Source: an optimization exercise on an open RTL-to-GDS flow (aim: small area, a short achievable clock period and few clock cycles). Production flows keep margins and buffers that such runs may drop. Function was checked by simulation only, so behaviour that the tests miss may differ from the original. Power is estimated from default activity; no workload was simulated.

## design/flow/config.mk

```make
export PLATFORM = sky130hd
export DESIGN_NAME = huffman_codegen
export DESIGN_NICKNAME = huffman_codegen
export VERILOG_FILES = /design/flow/design.v
export SDC_FILE = /design/flow/constraint.sdc
export NUM_CORES = 8
export LEC_CHECK = 0
export CAP_MARGIN = 30
export CORE_MARGIN = 2
export CORE_UTILIZATION = 45
export CTS_CLUSTER_DIAMETER = 120
export CTS_CLUSTER_SIZE = 16
export PLACE_DENSITY = 0.7
export SLEW_MARGIN = 30
export TNS_END_PERCENT = 0
```

## design/flow/constraint.sdc

```tcl
create_clock -name core_clock -period 10.0 [get_ports {clk}]
set_input_delay 2.0000 -clock core_clock [delete_from_list [all_inputs] [get_ports {clk}]]
set_output_delay 2.0000 -clock core_clock [all_outputs]
set_load 0.01 [all_outputs]
```

## design/flow/design.v

```verilog
module huffman_codegen (
    input  wire       clk,
    input  wire       rst,           
    input  wire       start,
    input  wire [6:0] len,           
    output wire       ready,
    input  wire       in_valid,
    input  wire [7:0] in_data,
    output wire       in_ready,
    output wire       code_valid,
    output wire [7:0] code_sym,
    output wire [3:0] code_len,
    output wire [7:0] code_bits,     
    output wire       done,
    output wire       empty          
);
    localparam integer N = 64;
    reg st_idle, st_in, st_merge, st_td, st_emit;
    reg mfirst, tdfirst;    
    reg  [6:0] nrem;         
    reg  [7:0] X;            
    reg        xv;           
    reg  [6:0] k;            
    reg  [7:0]   S [0:N-1];
    reg  [N-1:0] V;          
    reg  [N-1:0] E;          
    reg  [N-1:0] C;
    reg  [N-1:0] M;          
    reg  [6:0] F;
    reg        pdone_r;
    reg  [5:0] n2;           
    reg        v1, v2;       
    reg  [5:0] qi0, qi1, qi2, qi3;    
    reg  [5:0] qf0, qf1, qf2, qf3;    
    reg  [2:0] ql;           
    reg  [5:0] m;            
    reg        side;         
    reg  [5:0] fa;           
    reg        twa, twb;
    reg  [5:0] tia, tib;
    reg        tsa;
    reg  [5:0] tm_m;
    reg  [7:0] fb0 [0:15];
    reg  [7:0] fb1 [0:15];
    reg  [4:0] rp, wp;
    reg  [5:0] qn;           
    reg  [4:1] qt;           
    reg  [7:0] H0, H1;       
    reg  [5:0] j;
    reg        tdb;          
    reg  [7:0] l0g, l1g;     
    reg        l0x, l1x;
    reg  [7:0] vjr;          
    reg  [6:0] ec;
    reg  [N-1:0] EF;
    reg  [5:0] et;           
    reg  [6:0] fidx;         
    reg        k_one;        
    reg        xv_r;         
    reg  [7:0] eqg;          
    reg  [6:0] ns;           
    reg  [7:0] hsg;          
    reg        code_valid_r, done_r, empty_r;
    reg  [7:0] code_sym_r, code_bits_r;
    reg  [3:0] code_len_r;
    assign ready      = st_idle;
    assign in_ready   = st_in;
    assign code_valid = code_valid_r;
    assign code_sym   = code_sym_r;
    assign code_len   = code_len_r;
    assign code_bits  = code_bits_r;
    assign done       = done_r;
    assign empty      = empty_r;
    function lt8;            
        input [7:0] a, b;
        integer t;
        reg r;
        begin
            r = 1'b0;
            for (t = 0; t < 8; t = t + 1)
                r = (~a[t] & b[t]) | (~(a[t] ^ b[t]) & r);
            lt8 = r;
        end
    endfunction
    wire [7:0] W = st_td ? {vj[6:0], 1'b0} : (st_in ? X : {1'b0, tm_m, 1'b0});
    wire [N:0]   lt;         
    wire [N-1:0] eq, eqhi;
    wire [N-1:0] start_f, match2, match3, Cn1, Cn2, Cn3;
    wire [N-1:0] tm, tmn, pend, sb0, twa_i, twb_i;
    assign lt[0] = 1'b0;
    genvar gi;
    generate
        for (gi = 0; gi < N; gi = gi + 1) begin : g_slot
            assign lt[gi+1]  = !V[gi] || lt8(X, S[gi][7:0]);
            assign eqhi[gi]  = (X[7:1] == S[gi][7:1]);
            assign eq[gi]    = V[gi] && eqhi[gi] && (X[0] == S[gi][0]);
            assign sb0[gi]   = S[gi][0];
            if (gi == 0) begin : g_s0
                assign start_f[gi] = V[gi];
            end else begin : g_sn
                assign start_f[gi] = V[gi] && !E[gi-1];
            end
            if (gi < N-1) begin : g_c1
                assign Cn1[gi] = E[gi] && C[gi+1];
            end else begin : g_c1e
                assign Cn1[gi] = 1'b0;
            end
            if (gi < N-2) begin : g_c2
                assign Cn2[gi] = E[gi] && E[gi+1] && C[gi+2];
            end else begin : g_c2e
                assign Cn2[gi] = 1'b0;
            end
            if (gi < N-3) begin : g_c3
                assign Cn3[gi] = E[gi] && E[gi+1] && E[gi+2] && C[gi+3];
            end else begin : g_c3e
                assign Cn3[gi] = 1'b0;
            end
            assign match2[gi] = start_f[gi] && Cn1[gi] && !Cn2[gi];
            assign match3[gi] = start_f[gi] && Cn2[gi] && !Cn3[gi];
            if (gi == 0) begin : g_t0
                assign tmn[gi] = 1'b0;
            end else begin : g_tn
                assign tmn[gi] = st_td && start_f[gi-1] && E[gi-1] && !C[gi] && eqhi[gi] && !pend[gi];
            end
            assign twa_i[gi]  = twa && (tia == gi);
            assign twb_i[gi]  = twb && (tib == gi);
            assign pend[gi]   = tdfirst && (twa_i[gi] || twb_i[gi]);
            assign tm[gi]     = tmn[gi] || st_td && pend[gi];
        end
    endgenerate
    function [129:0] first2;     
        input [63:0] v;
        reg [63:0] pa, pt, na, nt;
        integer l, t, b;
        begin
            pa = v; pt = 64'd0;
            for (l = 0; l < 6; l = l + 1) begin
                na = pa; nt = pt;
                for (t = 0; t < 64; t = t + 1) begin
                    if ((t >> l) & 1) begin
                        b = ((t >> l) << l) - 1;
                        na[t] = pa[t] | pa[b];
                        nt[t] = pt[t] | pt[b] | (pa[t] & pa[b]);
                    end
                end
                pa = na; pt = nt;
            end
            first2[0]  = v[0];
            first2[64] = 1'b0;
            first2[128] = pa[63];
            first2[129] = pt[63];
            for (t = 1; t < 64; t = t + 1) begin
                first2[t]    = v[t] & !pa[t-1];
                first2[64+t] = v[t] & pa[t-1] & !pt[t-1];
            end
        end
    endfunction
    function [63:0] first1;
        input [63:0] v;
        reg [63:0] pa, na;
        integer l, t, b;
        begin
            pa = v;
            for (l = 0; l < 6; l = l + 1) begin
                na = pa;
                for (t = 0; t < 64; t = t + 1)
                    if ((t >> l) & 1) begin
                        b = ((t >> l) << l) - 1;
                        na[t] = pa[t] | pa[b];
                    end
                pa = na;
            end
            first1[0] = v[0];
            for (t = 1; t < 64; t = t + 1)
                first1[t] = v[t] & !pa[t-1];
        end
    endfunction
    function [5:0] enc64;
        input [63:0] v;
        reg [63:0] mk;
        integer t, bt;
        begin
            for (bt = 0; bt < 6; bt = bt + 1) begin
                for (t = 0; t < 64; t = t + 1)
                    mk[t] = (t >> bt) & 1;
                enc64[bt] = |(v & mk);
            end
        end
    endfunction
    wire [N-1:0] V_nx, E_nx;
    generate
        for (gi = 0; gi < N; gi = gi + 1) begin : g_nx
            if (gi == 0) begin : g_n0
                assign V_nx[gi] = xv ? 1'b1 : V[gi];
                assign E_nx[gi] = !xv ? E[gi] : (lt[gi+1] ? 1'b0 : (lt[gi+2] ? eq[gi] : E[gi]));
            end else if (gi < N-1) begin : g_nm
                assign V_nx[gi] = xv ? V[gi-1] : V[gi];
                assign E_nx[gi] = !xv ? E[gi] : (lt[gi] ? E[gi-1] : (lt[gi+1] ? 1'b0 : (lt[gi+2] ? eq[gi] : E[gi])));
            end else begin : g_nl
                assign V_nx[gi] = xv ? V[gi-1] : V[gi];
                assign E_nx[gi] = !xv ? E[gi] : (lt[gi] ? E[gi-1] : (lt[gi+1] ? 1'b0 : eq[gi]));
            end
        end
    endgenerate
    wire [N-1:0] double_nx = V_nx & E_nx & ~{E_nx[N-2:0], 1'b0} & ~{1'b0, E_nx[N-1:1]};
    wire [N-1:0] single = start_f & ~E;
    wire m2 = |match2;
    wire [129:0] pa = first2(M);
    wire [N-1:0] pf1 = pa[63:0];
    wire [N-1:0] pf2 = pa[127:64];
    wire         pc1 = |M;
    wire         pc2 = pa[129];
    wire         pc3 = |(M & ~pf1 & ~pf2);      
    wire [6:0]   F1  = F + 7'd1;
    wire [5:0]   pfq = F[5:0];
    wire [5:0]   pi1 = enc64({pf1[N-2:0], 1'b0});   
    wire [5:0]   pi2 = enc64({pf2[N-2:0], 1'b0});
    wire         pdone = pdone_r;            
    wire [6:0]   bound = pdone ? 7'd127 : F;
    wire       a0v = (ql != 3'd0);
    wire       a1v = (ql[2:1] != 2'd0);
    wire [6:0] f0 = {1'b0, qf0};
    wire [6:0] f1 = {1'b0, qf1};
    wire [6:0] r0 = {1'b0, H0[5:0]};
    wire [6:0] r1 = {1'b0, H1[5:0]};
    wire [6:0] h0 = v1 ? 7'd2 : r0;
    wire       qa = v1 || qt[1];
    wire       qb = v2 || v1 && qt[1] || qt[2];
    wire le00 = v1 ? (f0 <= 7'd2) : (f0 <= r0);
    wire le10 = v1 ? (f1 <= 7'd2) : (f1 <= r0);
    wire le01 = v2 ? (f0 <= 7'd2) : (v1 ? (f0 <= r0) : (f0 <= r1));
    wire bh0  = v1 ? (7'd2 < bound) : (r0 < bound);
    wire bh1  = v2 ? (7'd2 < bound) : (v1 ? (r0 < bound) : (r1 < bound));
    wire p1l = st_merge && a0v && (!qa || le00);
    wire p1q = st_merge && !p1l && qa && (a0v ? !le00 : bh0);
    wire p2l_a = p1l && a1v && (!qa || le10);
    wire p2q_a = p1l && !p2l_a && qa && (a1v ? !le10 : bh0);
    wire p2l_b = p1q && a0v && (!qb || le01);
    wire p2q_b = p1q && !p2l_b && qb && (a0v ? !le01 : bh1);
    wire p2l = !side && (p2l_a || p2l_b);
    wire p2q = !side && (p2q_a || p2q_b);
    wire p1  = p1l || p1q;
    wire p2  = p2l || p2q;
    wire [1:0] nleaf = {1'b0, p1l} + {1'b0, p2l};
    wire [1:0] nq2   = {1'b0, p1q} + {1'b0, p2q};
    wire [1:0] vpop  = v2 ? nq2 : {1'b0, v1 && (nq2 != 2'd0)};
    wire [1:0] rpop  = v2 ? 2'd0 : (v1 ? {1'b0, p1q && p2q} : nq2);
    wire [6:0] s_ll = f0 + f1;
    wire [6:0] s_lq = v1 ? f0 + 7'd2 : f0 + r0;
    wire [6:0] s_qq = v2 ? 7'd4 : (v1 ? r0 + 7'd2 : r0 + r1);
    wire [6:0] s_al = {1'b0, fa} + f0;
    wire [6:0] s_aq = v1 ? {1'b0, fa} + 7'd2 : {1'b0, fa} + r0;
    wire [6:0] msum = side ? (p1l ? s_al : s_aq)
                           : (p1l ? (p2l ? s_ll : s_lq) : (p2l ? s_lq : s_qq));
    wire done_merge = side ? p1 : p2;
    wire last_merge = (m == k - 7'd2);
    wire       newsym_r = xv_r && !(|eqg);     
    wire       hs_r     = |hsg;                
    wire [6:0] kf  = k + {6'd0, newsym_r};             
    wire [6:0] nsf = ns + {6'd0, newsym_r} - {6'd0, hs_r};
    wire [5:0] n2_next = (mfirst && kf == 7'd2 && nsf == 7'd2) ? 6'd0 :
                         (mfirst ? nsf[6:1] : n2 - {4'd0, vpop});
    wire L0r = (|l0g) || l0x;
    wire L1r = (|l1g) || l1x;
    wire I0 = !L0r;                          
    wire I1 = !L1r;                          
    wire [7:0] cc1 = {vjr[6:0], 1'b1};       
    wire [7:0] cc0 = {vjr[6:0], 1'b0};       
    wire [7:0] vj = tdfirst ? 8'd1 : (qt[1] ? H0 : (I1 ? cc1 : cc0));
    wire       td_end = (j == ns[6:1]);     
    reg  [1:0] f_push, f_pop;
    reg  [7:0] f_p0, f_p1;
    always @(*) begin
        f_push = 2'd0; f_pop = 2'd0;
        f_p0 = 8'd0; f_p1 = 8'd0;
        if (st_merge) begin
            f_pop  = rpop;
            f_push = {1'b0, done_merge && !last_merge};
            f_p0   = {2'b00, msum[5:0]};
        end else begin
            f_pop  = {1'b0, st_td && !tdfirst};
            f_push = tdb ? ({1'b0, I1} + {1'b0, I0}) : 2'd0;
            f_p0   = I1 ? cc1 : cc0;
            f_p1   = cc0;
        end
    end
    wire [4:0] ra = st_emit ? fidx[4:0] : rp + 5'd2;
    wire [4:0] rb = rp + 5'd3;
    wire [7:0] rd0 = fb0[ra[0] ? rb[4:1] : ra[4:1]];
    wire [7:0] rd1 = fb1[ra[0] ? ra[4:1] : rb[4:1]];
    wire [7:0] e2 = ra[0] ? rd1 : rd0;
    wire [7:0] e3 = ra[0] ? rd0 : rd1;
    wire [7:0] s0 = qt[1] ? H0 : f_p0;
    wire [7:0] s1 = qt[2] ? H1 : (qt[1] ? f_p0 : f_p1);
    wire [7:0] s2 = qt[3] ? e2 : (qt[2] ? f_p0 : f_p1);
    wire [7:0] s3 = qt[4] ? e3 : (qt[3] ? f_p0 : f_p1);
    wire [7:0] qx;           
    assign qx[0] = 1'b1;
    assign qx[1] = 1'b1;
    generate
        for (gi = 2; gi < 8; gi = gi + 1) begin : g_qx
            assign qx[gi] = (qn >= gi - 1);
        end
    endgenerate
    reg  [4:1] qt_next;
    reg  [5:0] qn_next;
    integer z;
    always @(*) begin
        for (z = 1; z <= 4; z = z + 1)
            case ({f_push, f_pop})
                4'b0000, 4'b0101, 4'b1010: qt_next[z] = qx[z + 1];
                4'b0100, 4'b1001:          qt_next[z] = qx[z];
                4'b1000:                   qt_next[z] = qx[z - 1];
                4'b0001, 4'b0110:          qt_next[z] = qx[z + 2];
                default:                   qt_next[z] = qx[z + 3];
            endcase
        case ({f_push, f_pop})
            4'b0000, 4'b0101, 4'b1010: qn_next = qn;
            4'b0100, 4'b1001:          qn_next = qn + 6'd1;
            4'b1000:                   qn_next = qn + 6'd2;
            4'b0001, 4'b0110:          qn_next = qn - 6'd1;
            default:                   qn_next = qn - 6'd2;
        endcase
    end
    wire [4:0] rp_1 = rp + 5'd1;
    wire [4:0] rp_2 = rp + 5'd2;
    wire [4:0] wp1 = wp + 5'd1;
    wire [N-1:0] es = start_f & C;
    wire [N-1:0] efirst = EF;
    wire [N-1:0] ef_next = first1(st_emit ? (es & ~EF) : start_f);
    wire [N:0]   enext = {efirst, 1'b0};     
    reg [7:0] esy;
    reg [7:0] etag;
    reg [N-1:0] col;
    integer q, bq;
    always @(*) begin
        for (bq = 0; bq < 8; bq = bq + 1) begin
            for (q = 0; q < N; q = q + 1)
                col[q] = S[q][bq];
            esy[bq] = |(col & efirst);
        end
        for (bq = 0; bq < 8; bq = bq + 1) begin
            for (q = 0; q < N; q = q + 1)
                col[q] = S[q][bq];
            etag[bq] = |(col & enext[N-1:0]);
        end
    end
    wire esingle = |(efirst & ~E);
    wire       fw0 = tdb && (f_push != 2'd0) && (fidx[4:0] == wp);
    wire       fw1 = tdb && (f_push == 2'd2) && (fidx[4:0] == wp1);
    wire [7:0] epar = fidx[6] ? 8'd1 : (fw0 ? f_p0 : (fw1 ? f_p1 : e2));    
    wire [8:0] ev = k_one ? 9'd2 : (esingle ? {epar, et[0]} : {1'b0, etag});
    reg [3:0] elen;
    reg [7:0] ebits;
    always @(*) begin
        ebits = ev[7:0];
        if (ev[8])      begin elen = 4'd8;                       end
        else if (ev[7]) begin elen = 4'd7; ebits[7] = 1'b0;      end
        else if (ev[6]) begin elen = 4'd6; ebits[6] = 1'b0;      end
        else if (ev[5]) begin elen = 4'd5; ebits[5] = 1'b0;      end
        else if (ev[4]) begin elen = 4'd4; ebits[4] = 1'b0;      end
        else if (ev[3]) begin elen = 4'd3; ebits[3] = 1'b0;      end
        else if (ev[2]) begin elen = 4'd2; ebits[2] = 1'b0;      end
        else            begin elen = 4'd1; ebits[1] = 1'b0;      end
    end
    wire [2:0] ql_c  = ql - {1'b0, nleaf};
    wire       prod  = st_merge && !pdone;
    wire       room2 = prod && (ql <= 3'd2);
    wire [1:0] nput  = room2 ? (pc2 ? 2'd2 : {1'b0, pc1}) : 2'd0;
    wire       mout  = !pc1 || room2 && !pc3;
    reg  [5:0] ci [0:3];
    reg  [5:0] cf [0:3];
    reg  [5:0] ni [0:3];
    reg  [5:0] nf [0:3];
    integer u;
    always @(*) begin
        case (nleaf)
            2'd0: begin ci[0]=qi0; ci[1]=qi1; ci[2]=qi2; ci[3]=qi3;
                        cf[0]=qf0; cf[1]=qf1; cf[2]=qf2; cf[3]=qf3; end
            2'd1: begin ci[0]=qi1; ci[1]=qi2; ci[2]=qi3; ci[3]=qi3;
                        cf[0]=qf1; cf[1]=qf2; cf[2]=qf3; cf[3]=qf3; end
            default: begin ci[0]=qi2; ci[1]=qi3; ci[2]=qi3; ci[3]=qi3;
                        cf[0]=qf2; cf[1]=qf3; cf[2]=qf3; cf[3]=qf3; end
        endcase
        for (u = 0; u < 4; u = u + 1) begin
            if (u < ql_c) begin
                ni[u] = ci[u]; nf[u] = cf[u];
            end else if (u == ql_c) begin
                ni[u] = pi1; nf[u] = pfq;
            end else begin
                ni[u] = pi2; nf[u] = pfq;
            end
        end
    end
    wire [N-1:0] putA = room2 ? pf1 : {N{1'b0}};
    wire [N-1:0] putB = room2 ? pf2 : {N{1'b0}};
    integer i;
    always @(posedge clk) begin
        for (i = 0; i < N; i = i + 1) begin
            if (xv && lt[i+1]) begin
                S[i] <= lt[i] ? ((i > 0) ? S[i-1] : W) : W;
            end else if (twa_i[i] || twb_i[i]) begin
                S[i][7:1] <= W[7:1];
                S[i][0]   <= twb_i[i] ? 1'b1 : tsa;
            end else if (tm[i]) begin
                S[i][7:1] <= W[7:1];
            end
            if (st_idle)
                V[i] <= 1'b0;
            else
                V[i] <= V_nx[i];
            E[i] <= E_nx[i];
            if (xv)
                C[i] <= V_nx[i] && E_nx[i];
            else if (prod) begin
                if (mout)
                    C[i] <= m2 ? Cn1[i] : Cn2[i];
                else if (putA[i] || putB[i])
                    C[i] <= 1'b0;
            end else if (tm[i] || st_td && start_f[i])
                C[i] <= 1'b1;
            else if (st_emit && efirst[i])
                C[i] <= 1'b0;
        end
        pdone_r <= !(|(start_f & C));
        if (st_td || tdb || st_emit)
            EF <= ef_next;
        else
            EF <= {{(N-1){1'b0}}, 1'b1};
        if (f_push != 2'd0) begin
            if (wp[0]) fb1[wp[4:1]] <= f_p0;
            else       fb0[wp[4:1]] <= f_p0;
        end
        if (f_push == 2'd2) begin
            if (wp1[0]) fb1[wp1[4:1]] <= f_p1;
            else        fb0[wp1[4:1]] <= f_p1;
        end
        wp <= (f_push == 2'd0) ? wp : ((f_push == 2'd1) ? wp1 : wp + 5'd2);
        rp <= (f_pop == 2'd0) ? rp : ((f_pop == 2'd1) ? rp_1 : rp_2);
        qt <= qt_next;
        qn <= qn_next;
        case (f_pop)
            2'd0: begin H0 <= s0; H1 <= s1; end
            2'd1: begin H0 <= s1; H1 <= s2; end
            default: begin H0 <= s2; H1 <= s3; end
        endcase
        if (st_merge) begin
            qi0 <= ni[0]; qi1 <= ni[1]; qi2 <= ni[2]; qi3 <= ni[3];
            qf0 <= nf[0]; qf1 <= nf[1]; qf2 <= nf[2]; qf3 <= nf[3];
            ql  <= ql_c + {1'b0, nput};
            if (prod && mout) begin
                M <= m2 ? match2 : match3;
                F <= m2 ? F1 : F + 7'd2;
            end else
                M <= M & ~putA & ~putB;
        end
        twa  <= (p1l || p2l_b && !side) && (qf0 != 6'd1);
        twb  <= p2l_a && !side && (qf1 != 6'd1);
        tia  <= qi0;
        tib  <= qi1;
        tsa  <= p1l ? side : 1'b1;
        tm_m <= m;
        xv <= st_in && in_valid;
        if (st_in)
            X <= in_data;
        xv_r <= xv;
        for (i = 0; i < 8; i = i + 1) begin
            eqg[i] <= xv && (|eq[i*8 +: 8]);
            hsg[i] <= xv && (|(eq[i*8 +: 8] & single[i*8 +: 8]));
        end
        ns       <= ns + {6'd0, newsym_r} - {6'd0, hs_r};
        k <= k + {6'd0, newsym_r};
        code_valid_r <= 1'b0;
        done_r       <= 1'b0;
        empty_r      <= 1'b0;
        if (st_idle) begin
            nrem <= len;
            k    <= 7'd0;
            ns   <= 7'd0;
            if (start) begin
                if (len == 7'd0) begin
                    done_r  <= 1'b1;
                    empty_r <= 1'b1;
                end else begin
                    st_idle <= 1'b0;
                    st_in   <= 1'b1;
                end
            end
        end
        if (xv) begin
            nrem <= nrem - 7'd1;
            if (nrem == 7'd1) begin
                st_in <= 1'b0;
                M     <= double_nx;
                F    <= 7'd2;
                n2   <= 6'd0;
                v1   <= 1'b0;
                v2   <= 1'b0;
                et   <= 6'd0;
                ql   <= 3'd0;
                m    <= 6'd0;
                side <= 1'b0;
                qt   <= 4'd0;
                qn   <= 6'd0;
                rp   <= 5'd0;
                wp   <= 5'd0;
                ec   <= 7'd0;
                st_merge <= 1'b1;
                mfirst   <= 1'b1;
            end
        end
        if (st_merge) begin
            mfirst <= 1'b0;
            if (mfirst) begin
                m    <= nsf[6:1];
                side <= nsf[0];
                fa   <= 6'd1;
            end
            if (mfirst && kf == 7'd1) begin
                st_merge <= 1'b0;
                st_emit  <= 1'b1;
            end
            if (mfirst && kf == 7'd2 && nsf == 7'd2) begin
                st_merge <= 1'b0;
                st_td    <= 1'b1;
                tdfirst  <= 1'b1;
                j        <= 6'd0;
                X        <= 8'd0;
                tdb      <= 1'b0;
            end
            n2 <= n2_next;
            v1 <= mfirst ? (nsf[6:1] != 6'd0) && !(kf == 7'd2 && nsf == 7'd2)
                         : (vpop == 2'd0 ? v1 : (vpop == 2'd1 ? v2 : (n2 >= 6'd3)));
            v2 <= mfirst ? (nsf[6:2] != 5'd0)
                         : (vpop == 2'd0 ? v2 : (vpop == 2'd1 ? (n2 >= 6'd3) : (n2 >= 6'd4)));
            if (p1 && !done_merge) begin
                side <= 1'b1;
                fa   <= p1l ? qf0 : h0[5:0];
            end
            if (done_merge) begin
                side <= 1'b0;
                m    <= m + 6'd1;
                if (last_merge) begin
                    st_merge <= 1'b0;
                    st_td    <= 1'b1;
                    tdfirst  <= 1'b1;
                    j        <= m;
                    X        <= {1'b0, m, 1'b0};
                    tdb      <= 1'b0;
                    qt       <= 4'd0;
                    qn       <= 6'd0;
                    rp       <= 5'd0;
                    wp       <= 5'd0;
                end
            end
        end
        tdb <= st_td;
        if (st_td) begin
            tdfirst <= 1'b0;
            j   <= j - 6'd1;
            X   <= {1'b0, j - 6'd1, 1'b0};
            for (i = 0; i < 8; i = i + 1) begin
                l0g[i] <= |(tmn[i*8 +: 8] & ~sb0[i*8 +: 8]);
                l1g[i] <= |(tmn[i*8 +: 8] & sb0[i*8 +: 8]);
            end
            l0x <= tdfirst && twa && !tsa || ({j, 1'b0} < ns);
            l1x <= tdfirst && (twa && tsa || twb);
            vjr <= vj;
            if (td_end || j == 6'd0) begin
                st_td   <= 1'b0;
                st_emit <= 1'b1;
            end
        end
        fidx  <= (st_emit) ? fidx : k - 7'd3;
        k_one <= (k + {6'd0, newsym_r} == 7'd1);
        if (st_emit) begin
            if (esingle)
                et <= et + 6'd1;
            if (esingle && et[0])
                fidx <= fidx - 7'd1;
            ec           <= ec + 7'd1;
            code_valid_r <= 1'b1;
            code_sym_r   <= esy;
            code_len_r   <= elen;
            code_bits_r  <= ebits;
            if (ec + 7'd1 == k) begin
                done_r  <= 1'b1;
                st_emit <= 1'b0;
                st_idle <= 1'b1;
            end
        end
        if (rst) begin
            st_idle      <= 1'b1;
            st_in        <= 1'b0;
            st_merge     <= 1'b0;
            st_td        <= 1'b0;
            tdb          <= 1'b0;
            st_emit      <= 1'b0;
            code_valid_r <= 1'b0;
            done_r       <= 1'b0;
            empty_r      <= 1'b0;
            xv           <= 1'b0;
            twa          <= 1'b0;
            twb          <= 1'b0;
        end
    end
endmodule
```

## design/flow/flow/run.sh

```bash
#!/bin/bash
set -euo pipefail
bash standard.sh SETUP_SLACK_MARGIN=8 MAX_REPAIR_ANTENNAS_ITER_GRT=15 MAX_REPAIR_ANTENNAS_ITER_DRT=15 finish > standard_flow.log 2>&1
```

## design/flow/standard.sh

```bash
#!/bin/bash
# synth_recipe.tcl (not shown) runs the flow's synth.tcl, then flattens the netlist and writes it again
# the make line also repeats each setting of config.mk as NAME=value (left out here)
make -C /OpenROAD-flow-scripts/flow DESIGN_CONFIG=/design/flow/config.mk WORK_HOME=/design/flow/orfs CLKGATE_MAP_FILE= SYNTH_SCRIPT=/design/flow/synth_recipe.tcl "${@:-finish}"
```

==> impl_metrics.ini, run 1 <==
[clock_network]
clk_pin_slew_worst_paths_ps = 90
postCtsHoldBufs = 0
worstSkewPairLatency_ps = 910
cts.sinks = 1348
numCtsBuffers = 97
ctsHtreeMaxLevel = 3
cts_tree = built
root_buffer = clkbuf_16
clockBufferDepth = 3

[synth]
avgSynthCellArea_sq_um = 9.24
yosysMostFrequentCell = edfxtp_1
yosys-top-cells-area = edfxtp_1 30%, ha_1 8.0%, dfxtp_1 7.9%, mux2_2 4.9%, a21oi_1 4.1%
yosys-top-cells-count = 966 x edfxtp_1, 858 x nand2_1, 834 x nor2_1
yosysUniqueCellTypes = 100
synthDominantCellAreaShare = 0.299
post-synth-top-area-cell = edfxtp_1
synth_edf_count = 966
synth_area_sq_um = 97100
yosysWarnings = 6
synth.net_count = 11200
ys_ff_latch = 1348
syn_inst = 10500
synthFlopType = edfxtp_1
ys_async_sr_fraction = 0
ys_seq_area_frac = 0.378

[timing]
grt_setup_unrepaired = true
setup_violations = 0
slew_headroom = 0.180
finalCriticalPeriod_ps = 5060
slew_viol_final = 0
setup_tns_ps = 0
skew_ps = 124
finalCritPeriodShare = 0.506
clock.fmax_ghz = 0.198
hold_viol_final = 0
worstMarginPinSlew_ps = 1230

[status]
status = timing/DRC/antenna clean

[global_route]
grt_max_degree = 150
antenna_found_initial = 122
track_usage = 0.572
grt_first_pass_wirelength_mm = 853
overflow = 0
grt_pass1_vias = 96900

[setup_path]
worstSetupPathType = flip-flop to flip-flop
start_kind = flip-flop
critical_path.slowest_cell = buf_4
end_kind = flip-flop
critPathArrivalTime_ps = 5750
required_ps = 10690
critPathMaxFanout = 34
critPathMaxStageDelay_ps = 570
path_cells = inv_2, buf_4, buf_6, ha_1, nand4_1, nor2_2, and3_1, mux2i_1, o31ai_1, mux2i_1, buf_4, nor4b_2, o21ai_0, a21oi_1

[placed_design]
placed_cell_area_sq_um = 102000
dp_hpwl_mm = 497
place.port_buffers = 43
globalplace.congestion = 1.17

[detailed_routing]
avgRoutedWirePerCell_um = 48.6
drt-initial-drc-count = 23600
wl_met2_mm = 240
antenna_left = 0
met1_length_mm = 228
via_per_inst = 8.05
wl_met3_mm = 123
drt-total-wl_mm = 658
drtPass1Iterations = 15
drc = 0
top_layer_used = met5
vias = 109000

[final_layout]
final_nets = 11200
fillerInstances = 19500
final_cell_area_sq_um = 109000
area_growth_syn_to_layout_pct = 12.0
drive_gt1_frac = 0.155
multi_input_area_sq_um = 58900
fin_util = 0.507
regArea_sq_um = 36800

[power]
p_clk_frac = 0.289
vdd_drop_max_uv = 191
comb_power_share = 0.239
p_int_mw = 9.20
swShare = 0.373
leakagePower_nw = 41.0
seq_power_share = 0.472
power_density_nw_per_um2 = 135
switchingPower_mw = 5.47

[floorplanning]
io-pin-count = 44
start_util = 0.453
core_sq_um = 214000
die_x_um = 468
die_y_um = 468
rows = 170
die-area_sq_um = 219000

[hold_path]
hold_path_class = flip-flop to flip-flop

[job]
cap_violations = 0
flip-flops by register name, indices dropped and copies added (netlist names), 64 cells and up:
| signal | cells |
|---|---|
| C | 64 |
| fb1 | 128 |
| EF | 64 |
| E | 64 |
| M | 64 |
| V | 64 |
| fb0 | 128 |
| S | 512 |
stage by stage:
step | power [mW] | hold WS, ps | worst slack [ps] | instances
2_1_floorplan | 8.54 | 323 | 5420 | 10500
6_report | 14.7 | 353 | 4940 | 13500
5_1_grt | 14.8 | 365 | 5090 | 13500
3_5_place_dp | 10.1 | 334 | 3200 | 13100
3_3_place_gp | 9.99 | 329 | 3320 | 13100
4_1_cts | 14.2 | 352 | 5280 | 13400
cell type report:
| cell class | count | share of cell area |
|---|---|---|
| repair inverters | 1 | 0.0000461 |
| multi-input cells | 8211 | 0.542 |
| clock inverters | 16 | 0.00268 |
| well taps | 2838 | 0.0327 |
| diodes | 125 | 0.00288 |
| repair buffers | 563 | 0.0466 |
| clock buffers | 147 | 0.0242 |
| inverters | 288 | 0.0103 |
| flip-flops and latches | 1348 | 0.338 |
critical path, delay by kind of cell (launching register included):
kind / cells / cell delay (ps)
AO/OA/AOI/OAI: 3 / 880
adder cells (fa/ha/maj): 1 / 260
buffers and inverters: 4 / 1570
flip-flops: 1 / 450
multiplexers: 2 / 320
AND/OR/NAND/NOR: 4 / 1350
power groups by stage:
stage                     registers [mW]  clock network (mW)  logic, mW
after CTS                           6.82                4.14       3.23
after detailed placement            6.95                   0       3.16
final                               6.92                4.24       3.51
after floorplan                     6.45                   0       2.09
after global routing                6.88                4.31       3.59
after global placement              6.95                   0       3.05
final timing paths:
path                                       start              to  slack [ps]  depth (start not counted)
worst max-delay path                X[4]$_DFF_P_   M[32]$_DFF_P_        4940                         14
worst min-delay path            qi0[1]$_DFFE_PP_  tia[1]$_DFF_P_         350                          0
worst max register to register      X[4]$_DFF_P_   M[32]$_DFF_P_        4940                         14
worst min register to register  qi0[1]$_DFFE_PP_  tia[1]$_DFF_P_         350                          0
layout by cell type, fill, tap and decap left out, types with 257 or more instances in the layout:
| cell type | n |
|---|---|
| edfxtp_1 | 966 |
| nand2_1 | 842 |
| a21oi_1 | 780 |
| nor2_1 | 776 |
| ha_1 | 613 |
| buf_4 | 450 |
| mux2_2 | 424 |
| o21ai_0 | 369 |
| dfxtp_1 | 314 |
| nand3_1 | 314 |
| mux2i_1 | 283 |
| a221oi_1 | 276 |
| inv_1 | 262 |
| a22o_1 | 257 |
logic make-up (layout without fill, tap and decap cells):
logic type                 Yosys count  count (layout)  share of synthesized area
adders and majority gates          656             656                     0.0846
xor gates and xnor gates           129             129                     0.0116
and+or+nand+nor                   3624            3630                      0.188
muxes                              764             764                     0.0906
buffers and inverters              947            1015                     0.0372
AOI/OAI and AO/OA                 3031            3032                      0.211
other                                0             125                          0
DFF                               1348            1348                      0.378
routing by layer:
metal / GRT usage / vias up
met5: 0.124 / -
met1: 0.669 / 52800
met3: 0.366 / 3460
met4: 0.404 / 112
li1: - / 40500
met2: 0.735 / 12100
repair_timing:
action,4_1_cts,5_1_grt
setup endpoints to repair,2200,2189
cloned,18,5
pin swaps,56,38
resized for setup,378,111
setup buffers,114,29
Testbench counts, summed over its fixed seeds: cycles 21,272.
==> inputs of run 2 (changes only) <==
==> design/flow/run.sh (new file) <==
#!/bin/bash
# synth_recipe.tcl (not shown) runs the flow's synth.tcl, then flattens the netlist and writes it again
# the make line also repeats each setting of config.mk as NAME=value (left out here)
make -C /OpenROAD-flow-scripts/flow DESIGN_CONFIG=/design/flow/config.mk WORK_HOME=/design/flow/orfs CLKGATE_MAP_FILE= SYNTH_SCRIPT=/design/flow/synth_recipe.tcl finish
--- a/design/flow/config.mk
+++ b/design/flow/config.mk
@@ -9,6 +9,7 @@
 export CORE_MARGIN = 2
-export CORE_UTILIZATION = 45
+export CORE_UTILIZATION = 40
 export CTS_CLUSTER_DIAMETER = 120
 export CTS_CLUSTER_SIZE = 16
-export PLACE_DENSITY = 0.7
+export PLACE_DENSITY = 0.6
+export SETUP_SLACK_MARGIN = 5
 export SLEW_MARGIN = 30
removed: design/flow/flow/run.sh
removed: design/flow/standard.sh
==> run 2 against run 1 <==
Sequential power fell by 0.7%. Via count shrank 3.5%. Routed wire length up 1.9%. Highest routed layer unchanged. Sequential share of layout area grew 0.41 points. Global-route usage fell by 5.2 points. Core utilization shrank 6.2 points. Area after synthesis is the same. Largest power group unchanged. Critical path depth decreased by 4.
==> impl_metrics.ini, run 2 <==
[detailed_routing]
via_per_inst = 7.63
vias = 105000
drc = 0
antenna_left = 0
drt-total-wl_mm = 670
drt-initial-drc-count = 20500
avgRoutedWirePerCell_um = 48.7
drtPass1Iterations = 12

[clock_network]
clk_pin_slew_worst_paths_ps = 80
postCtsHoldBufs = 0
ctsHtreeMaxLevel = 3
cts.sinks = 1348
numCtsBuffers = 98
clockBufferDepth = 3
root_buffer = clkbuf_16
cts_tree = built
worstSkewPairLatency_ps = 910

[timing]
grt_setup_unrepaired = true
finalCriticalPeriod_ps = 5480
skew_ps = 104
worstMarginPinSlew_ps = 1290
hold_viol_final = 0
setup_tns_ps = 0
slew_headroom = 0.137
clock.fmax_ghz = 0.183
slew_viol_final = 0
finalCritPeriodShare = 0.548
setup_violations = 0

[floorplanning]
rows = 180
io-pin-count = 44
die_y_um = 497
die_x_um = 497
start_util = 0.403
die-area_sq_um = 247000
core_sq_um = 241000

[placed_design]
dp_hpwl_mm = 521
place.port_buffers = 43
globalplace.congestion = 1.15

[global_route]
grt_max_degree = 113
track_usage = 0.520
grt_pass1_vias = 92800
antenna_found_initial = 152
overflow = 0
grt_first_pass_wirelength_mm = 864

[power]
total_power_mw = 14.7
comb_power_share = 0.238
p_clk_frac = 0.295
vdd_drop_max_uv = 152
power_density_nw_per_um2 = 137
p_int_mw = 9.22
swShare = 0.373
seq_power_share = 0.467
leakagePower_nw = 40.5
switchingPower_mw = 5.49

[synth]
avgSynthCellArea_sq_um = 9.24
synth.net_count = 11200
synthDominantCellAreaShare = 0.299
syn_inst = 10500
post-synth-top-area-cell = edfxtp_1
yosysMostFrequentCell = edfxtp_1
ys_ff_latch = 1348
yosysUniqueCellTypes = 100
ys_seq_area_frac = 0.378
synth_edf_count = 966
yosysWarnings = 6
yosys-top-cells-count = 966 x edfxtp_1, 858 x nand2_1, 834 x nor2_1
ys_async_sr_fraction = 0
synth_area_sq_um = 97100
yosys-top-cells-area = edfxtp_1 30%, ha_1 8.0%, dfxtp_1 7.9%, mux2_2 4.9%, a21oi_1 4.1%
synthFlopType = edfxtp_1

[setup_path]
end_kind = flip-flop
critPathMaxFanout = 26
start_kind = flip-flop
critPathMaxStageDelay_ps = 930
worstSetupPathType = flip-flop to flip-flop
critical_path.slowest_cell = nor2_1
path_cells = inv_2, buf_4, buf_4, ha_1, nand4_1, nor2_1, and4_1, o2bb2ai_1, a221o_1, a2111o_1
required_ps = 10530
critPathArrivalTime_ps = 6010
crit_top_cell = buf_4

[final_layout]
top_register = S
largest_reg_flops = 512
area_growth_syn_to_layout_pct = 10.4
layout_commonest_cell = edfxtp_1
fin_util = 0.445
multi_input_area_sq_um = 58000
fillerInstances = 23300
regArea_sq_um = 36700
final_cell_mix = 966 x edfxtp_1, 850 x nand2_1, 809 x nor2_1
final_nets = 11100
drive_gt1_frac = 0.136

[status]
status = timing/DRC/antenna clean

[hold_path]
hold_path_class = flip-flop to flip-flop

[job]
cap_violations = 0
run 2: critical path, delay by kind of cell (launching register included):
kind                       cells  cell delay, ps
AOI/OAI and AO/OA              3             880
adders and majority gates      1             240
buffers and inverters          3            1530
DFF                            1             360
and+or+nand+nor                3            1930
run 2: repair_timing:
item	in CTS	in global routing
resized for setup	131	92
buffers inserted	41	20
gates cloned	4	5
pin swaps	14	11
setup endpoints to repair	637	592
run 2: power by group through the flow:
stage               Sequential (mW)  Combinational (mW)  Clock [mW]
finish                         6.87                3.50        4.33
global route                   6.84                3.60        4.44
CTS                            6.79                3.27        4.27
detailed placement             6.91                3.24           0
global placement               6.92                3.15           0
floorplan                      6.45                2.09           0
run 2: metrics by stage:
| stage | instance area [sq um] | hold WS [ps] | setup slack, ps | instances |
|---|---|---|---|---|
| 3_3_place_gp | 102000 | 329 | 3390 | 13500 |
| 5_1_grt | 107000 | 344 | 4720 | 13700 |
| 2_1_floorplan | 97100 | 323 | 4810 | 10500 |
| 4_1_cts | 106000 | 338 | 4800 | 13700 |
| 3_5_place_dp | 102000 | 335 | 3320 | 13500 |
| 6_report | 107000 | 334 | 4520 | 13800 |
run 2: path summary, 6_finish.rpt:
| path | cells past startpoint | start | slack [ps] | endpoint |
|---|---|---|---|---|
| hold reg to reg | 0 | qi0[4]$_DFFE_PP_ | 330 | tia[4]$_DFF_P_ |
| setup / recovery | 10 | X[3]$_DFF_P_ | 4520 | l0g[5]$_DFFE_PP_ |
| setup reg to reg | 10 | X[3]$_DFF_P_ | 4520 | l0g[5]$_DFFE_PP_ |
| hold / removal | 0 | qi0[4]$_DFFE_PP_ | 330 | tia[4]$_DFF_P_ |
run 2: logic make-up (layout without fill, tap and decap cells):
logic type | count (synthesis) | in the layout | synth area share
adder cells (fa/ha/maj) | 656 | 656 | 0.0846
buffers and inverters | 947 | 960 | 0.0372
AND/OR/NAND/NOR | 3624 | 3625 | 0.188
AO/OA/AOI/OAI | 3031 | 3034 | 0.211
XOR/XNOR | 129 | 130 | 0.0116
other | 0 | 76 | 0
flip-flops | 1348 | 1348 | 0.378
multiplexers | 764 | 764 | 0.0906
run 2: layout make-up:
class	count	share of cell area
Clock buffer	152	0.0249
Inverter	288	0.0102
Clock inverter	16	0.00283
Sequential cell	1348	0.343
Timing Repair Buffer	504	0.0390
Tap cell	3185	0.0372
Antenna cell	76	0.00177
Multi-Input combinational cell	8209	0.542
run 2: routing by layer:
metal | part of all wire | global-route usage | wire length [um]
met3 | 0.17 | 0.297 | 114000
met4 | 0.077 | 0.309 | 51700
met2 | 0.38 | 0.688 | 254000
met1 | 0.37 | 0.642 | 249000
met5 | 0.0030 | 0.0423 | 2030

[what the ideal ports hide]
No port has a modelled driver above. Below, the same layouts with a new extraction and two added sets of constraints. Step 1, drivers: a clkbuf_16 drives clk and a buf_2 each remaining input, both assumed. Step 2 also shifts input and output timing later by t, the mid clock arrival at the registers, as if the neighbouring blocks saw the same clock. Slacks: no drivers / after step 1 / after step 2; pairs: no drivers / after step 1.
run | t, ns | slack for setup (ns) | hold slack, ns | worst register clock-pin slew, ns
run 1 | 0.934 | 4.945 / 4.945 / 4.945 | 0.353 / 0.353 / 0.353 | 0.10 / 0.10
run 2 | 0.977 | 4.524 / 4.524 / 4.524 | 0.334 / 0.334 / 0.334 | 0.11 / 0.11
After both steps setup and hold are still met in every run listed.
